What follows belongs to an exercise in optimizing a design on an open flow for small area and few clock cycles; a production flow would make more cautious choices. At most, simulation tests tie the RTL to the original design; equivalence was not proved. Power is estimated from default activity; no workload was simulated.

P:
## gbac_dispatch
module gbac_dispatch (
    input  wire       clk,
    input  wire       rst,         
    input  wire       rx_valid,
    output wire       rx_ready,
    input  wire [7:0] rx_data,
    input  wire       rx_last,
    input  wire [2:0] rx_nbits,    
    output wire       tx_valid,
    input  wire       tx_ready,
    output wire [7:0] tx_data,
    output wire       tx_last
);
export LEC_CHECK = 0
export CAP_MARGIN = 20
export CORE_MARGIN = 2
export CORE_UTILIZATION = 35
export CTS_BUF_LIST = sky130_fd_sc_hd__clkbuf_8
export CTS_CLUSTER_DIAMETER = 60
export CTS_CLUSTER_SIZE = 20
export PLACE_DENSITY = 0.55
export SLEW_MARGIN = 20
create_clock -name core_clock -period 11.0 [get_ports {clk}]
standard.sh (not shown) runs the stock make flow with config.mk's settings and CLKGATE_MAP_FILE= SYNTH_SCRIPT=/design/flow/synth_recipe.tcl, a recipe that flattens the netlist after the stock synthesis.
==> flow/flow/run.sh <==
#!/bin/bash
# The standard layout, with two changes: clock tree synthesis inserts no dummy
# loads, and the port buffers are the smallest buffer cell.
set -euo pipefail
export CTS_ARGS="-sink_clustering_enable -repair_clock_nets -dont_use_dummy_load -buf_list sky130_fd_sc_hd__clkbuf_16 -sink_clustering_size 32 -sink_clustering_max_diameter 70"
export BUFFER_PORTS_ARGS="-buffer_cell sky130_fd_sc_hd__buf_1"
bash standard.sh > standard.log 2>&1
P went all the way through synthesis, placement and routing and the layout is clean on timing, DRC and antenna.
### P -> Q
==> flow/flow/run.sh <==
#!/bin/bash
# The standard layout, with two changes: clock tree synthesis inserts no dummy
# loads, and the port buffers are the smallest buffer cell.
set -euo pipefail
export CTS_ARGS="-sink_clustering_enable -repair_clock_nets -dont_use_dummy_load -buf_list sky130_fd_sc_hd__clkbuf_16 -sink_clustering_size 36 -sink_clustering_max_diameter 60"
export BUFFER_PORTS_ARGS="-buffer_cell sky130_fd_sc_hd__buf_1"
bash standard.sh > standard.log 2>&1
==> results.txt <==
- In terms of final-layout fill cell count, P and Q differ only marginally.
- Looking only at register-to-register slack, and setting everything else aside, the higher value of Q and P goes to Q.
- Q against P: clock buffer and inverter area fraction after layout rose by 0.27 points; arithmetic-cell share of the synthesized area counting full adders, half adders and majority gates stayed essentially flat; upper clock frequency limit rose by about 0.8%.
Function was not checked in any run of this note: the RTL went through the layout flow alone.

---

gbac_dispatch, a different RTL version from the one above (not shown whole).
Size in the first run: about 1100 cells after synthesis, ~610 flip-flops, roughly 27 I/O pins.
Settings: LEC_CHECK=0, CAP_MARGIN=0, CORE_MARGIN=2, CORE_UTILIZATION=35, PLACE_DENSITY=0.55, SLEW_MARGIN=0; clock period 11.0 ns.
==> flow/flow/run.sh <==
#!/bin/bash
# The standard layout, with two changes: clock tree synthesis inserts no dummy
# loads, and the port buffers are the smallest buffer cell.
set -euo pipefail
export CTS_ARGS="-sink_clustering_enable -repair_clock_nets -dont_use_dummy_load -buf_list sky130_fd_sc_hd__clkbuf_8 -sink_clustering_size 20 -sink_clustering_max_diameter 60"
export BUFFER_PORTS_ARGS="-buffer_cell sky130_fd_sc_hd__buf_1"
bash standard.sh > standard.log 2>&1
The starting point completed with no timing, DRC or antenna violations.
Testbench counts at the start, summed over its fixed seeds: cycles 47,099.
Change:
==> flow/flow/run.sh (replaced) <==
#!/bin/bash
# The standard layout, with two changes: clock tree synthesis inserts no dummy
# loads, and the port buffers are the smallest buffer cell.
set -euo pipefail
export CTS_ARGS="-sink_clustering_enable -repair_clock_nets -dont_use_dummy_load -buf_list sky130_fd_sc_hd__clkbuf_16 -sink_clustering_size 36 -sink_clustering_max_diameter 60"
export BUFFER_PORTS_ARGS="-buffer_cell sky130_fd_sc_hd__buf_1"
bash standard.sh > standard.log 2>&1
- CAP_MARGIN: 0 -> 20
- CORE_UTILIZATION: 35 -> 50
- PLACE_DENSITY: 0.55 -> 0.8
- SLEW_MARGIN: 0 -> 20
What happened: The changed run completed with no timing, DRC or antenna violations; die area went down by 30%; utilization went up by 16 points; setup slack got worse by 0.015 ns; area after synthesis does not change; wire length went down by 3.0%; via count went down by 1.6%; global-route usage went up by 4.0 points.
Change:
==> flow/run.sh (new file) <==
#!/bin/bash
# synth_recipe.tcl (not shown) runs the flow's synth.tcl, then flattens the netlist and writes it again
# the make line also repeats each setting of config.mk as NAME=value (left out here)
make -C /OpenROAD-flow-scripts/flow DESIGN_CONFIG=/design/flow/config.mk WORK_HOME=/design/flow/orfs CLKGATE_MAP_FILE= SYNTH_SCRIPT=/design/flow/synth_recipe.tcl finish
- CORE_UTILIZATION: 50 -> 35
- CTS_BUF_LIST: default -> sky130_fd_sc_hd__clkbuf_8
- CTS_CLUSTER_DIAMETER: default -> 60
- CTS_CLUSTER_SIZE: default -> 20
- PLACE_DENSITY: 0.8 -> 0.55
removed: flow/flow/run.sh
removed: flow/standard.sh
=> Sequential share of layout area came out lower by 2.0 points; die area came out higher by about 40%; synthesized cell count is unchanged; via count came out higher by 1.2%; design area came out higher by 2.8%; final cell count came out higher by about 12%.
Change:
==> flow/flow/run.sh (new file) <==
#!/bin/bash
# The standard layout, with two changes: clock tree synthesis inserts no dummy
# loads, and the port buffers are the smallest buffer cell.
set -euo pipefail
export CTS_ARGS="-sink_clustering_enable -repair_clock_nets -dont_use_dummy_load -buf_list sky130_fd_sc_hd__clkbuf_4 -sink_clustering_size 10 -sink_clustering_max_diameter 40"
export BUFFER_PORTS_ARGS="-buffer_cell sky130_fd_sc_hd__buf_1"
bash standard.sh > standard.log 2>&1
==> flow/standard.sh (new file) <==
#!/bin/bash
# synth_recipe.tcl (not shown) runs the flow's synth.tcl, then flattens the netlist and writes it again
# the make line also repeats each setting of config.mk as NAME=value (left out here)
make -C /OpenROAD-flow-scripts/flow DESIGN_CONFIG=/design/flow/config.mk WORK_HOME=/design/flow/orfs CLKGATE_MAP_FILE= SYNTH_SCRIPT=/design/flow/synth_recipe.tcl "${@:-finish}"
removed: flow/run.sh
Result: The new run finished clean. Die area does not change. Final cell count rises by 1.3%. Sequential share of layout area grows by 1.3 points.
Change:
==> flow/flow/run.sh (replaced) <==
#!/bin/bash
# The standard layout, with two changes: clock tree synthesis inserts no dummy
# loads, and the port buffers are the smallest buffer cell.
set -euo pipefail
export CTS_ARGS="-sink_clustering_enable -repair_clock_nets -dont_use_dummy_load -buf_list sky130_fd_sc_hd__clkbuf_8 -sink_clustering_size 20 -sink_clustering_max_diameter 60"
export BUFFER_PORTS_ARGS="-buffer_cell sky130_fd_sc_hd__buf_1"
bash standard.sh > standard.log 2>&1
Result:
- die area does not change
- setup slack is about the same
- routed wire length went down by 1.4%
- cell count went down by 2.2%
- power went down by 0.56%
- synthesized area stays the same

---

gbac_dispatch, a different RTL version from the one above (not shown whole).
Size in the first run: roughly 1200 cells after synthesis, about 610 flip-flops, about 27 I/O pins, ~17000 sq um of cells after synthesis.
Settings: LEC_CHECK=0, CAP_MARGIN=20, CORE_MARGIN=2, CORE_UTILIZATION=55, CTS_BUF_LIST=sky130_fd_sc_hd__clkbuf_8, CTS_CLUSTER_DIAMETER=50, CTS_CLUSTER_SIZE=20, PLACE_DENSITY=0.7, SLEW_MARGIN=20; clock period 11.0 ns.
run.sh (not shown) runs the stock make flow with config.mk's settings and CLKGATE_MAP_FILE= SYNTH_SCRIPT=/design/flow/synth_recipe.tcl, a recipe that flattens the netlist after the stock synthesis.
Stock flow here: none of the scripts above is used.
Testbench counts at the start, summed over its fixed seeds: cycles 47,099.
Next try:
CORE_UTILIZATION = 35   (was 55)
CTS_CLUSTER_DIAMETER = 60   (was 50)
PLACE_DENSITY = 0.55   (was 0.7)
Routed wire length rises by 5.4%.
Synthesized area stays the same.
Flip-flop and latch count does not change.
Power falls by 3.0%.
Final area rises by 0.88%.
Maximum frequency hardly moves.
Via count rises by 1.6%.
Core utilization falls by 22 points.
Next try:
==> flow/flow/run.sh (new file) <==
#!/bin/bash
# The standard layout, with two changes: clock tree synthesis inserts no dummy
# loads, and the port buffers are the smallest buffer cell.
set -euo pipefail
export CTS_ARGS="-sink_clustering_enable -repair_clock_nets -dont_use_dummy_load -buf_list sky130_fd_sc_hd__clkbuf_8 -sink_clustering_size 20 -sink_clustering_max_diameter 60"
export BUFFER_PORTS_ARGS="-buffer_cell sky130_fd_sc_hd__buf_1"
bash standard.sh > standard.log 2>&1
==> flow/standard.sh (new file) <==
#!/bin/bash
# synth_recipe.tcl (not shown) runs the flow's synth.tcl, then flattens the netlist and writes it again
# the make line also repeats each setting of config.mk as NAME=value (left out here)
make -C /OpenROAD-flow-scripts/flow DESIGN_CONFIG=/design/flow/config.mk WORK_HOME=/design/flow/orfs CLKGATE_MAP_FILE= SYNTH_SCRIPT=/design/flow/synth_recipe.tcl "${@:-finish}"
removed: flow/run.sh
After rerunning:
- final area fell by 1.6%
- first-iteration DRC count fell by 3.1%
- total power decreases by 2.5%
- global-route usage came out higher by 0.13 points
- die area is unchanged
- setup slack gets better by 0.59 ns
- final cell count fell by 0.81%

[afterwards: timing with drivers on the ports]
In the flow no input, the clock included, has a driving cell. The finished layouts below were timed again as built, in two steps.
Step 1 (the two cells are an assumption about what drives the block):
set clk [get_ports {clk}]
set_driving_cell -lib_cell sky130_fd_sc_hd__clkbuf_16 $clk
set_driving_cell -lib_cell sky130_fd_sc_hd__buf_2 [delete_from_list [all_inputs] $clk]
Step 2 also shifts input and output timing later by t, the mid clock arrival at the registers, as if the neighbouring blocks saw the same clock.
Slacks: ideal ports / drivers / drivers and shift; pairs: ideal ports / drivers.
run | shift t [ns] | slack for setup (ns) | worst hold slack (ns)
P | 0.594 | 4.861 / 4.839 / 4.839 | 0.278 / 0.278 / 0.278
Q | 0.615 | 4.912 / 4.890 / 4.890 | 0.270 / 0.270 / 0.270
the first run of note 2 | 0.603 | 4.829 / 4.808 / 4.808 | 0.283 / 0.283 / 0.283
the second run of note 2 | 0.588 | 4.814 / 4.794 / 4.794 | 0.300 / 0.300 / 0.300
the third run of note 2 | 0.653 | 4.148 / 4.126 / 4.126 | 0.320 / 0.320 / 0.320
the fourth run of note 2 | 0.778 | 4.829 / 4.809 / 4.809 | 0.271 / 0.271 / 0.271
the fifth run of note 2 | 0.603 | 4.829 / 4.808 / 4.808 | 0.283 / 0.283 / 0.283
the first run of note 3 | 0.615 | 4.175 / 4.151 / 4.151 | 0.311 / 0.311 / 0.311
the second run of note 3 | 0.635 | 4.161 / 4.137 / 4.137 | 0.315 / 0.315 / 0.315
the third run of note 3 | 0.605 | 4.750 / 4.728 / 4.729 | 0.306 / 0.306 / 0.306
After both steps every run listed still meets setup and hold.
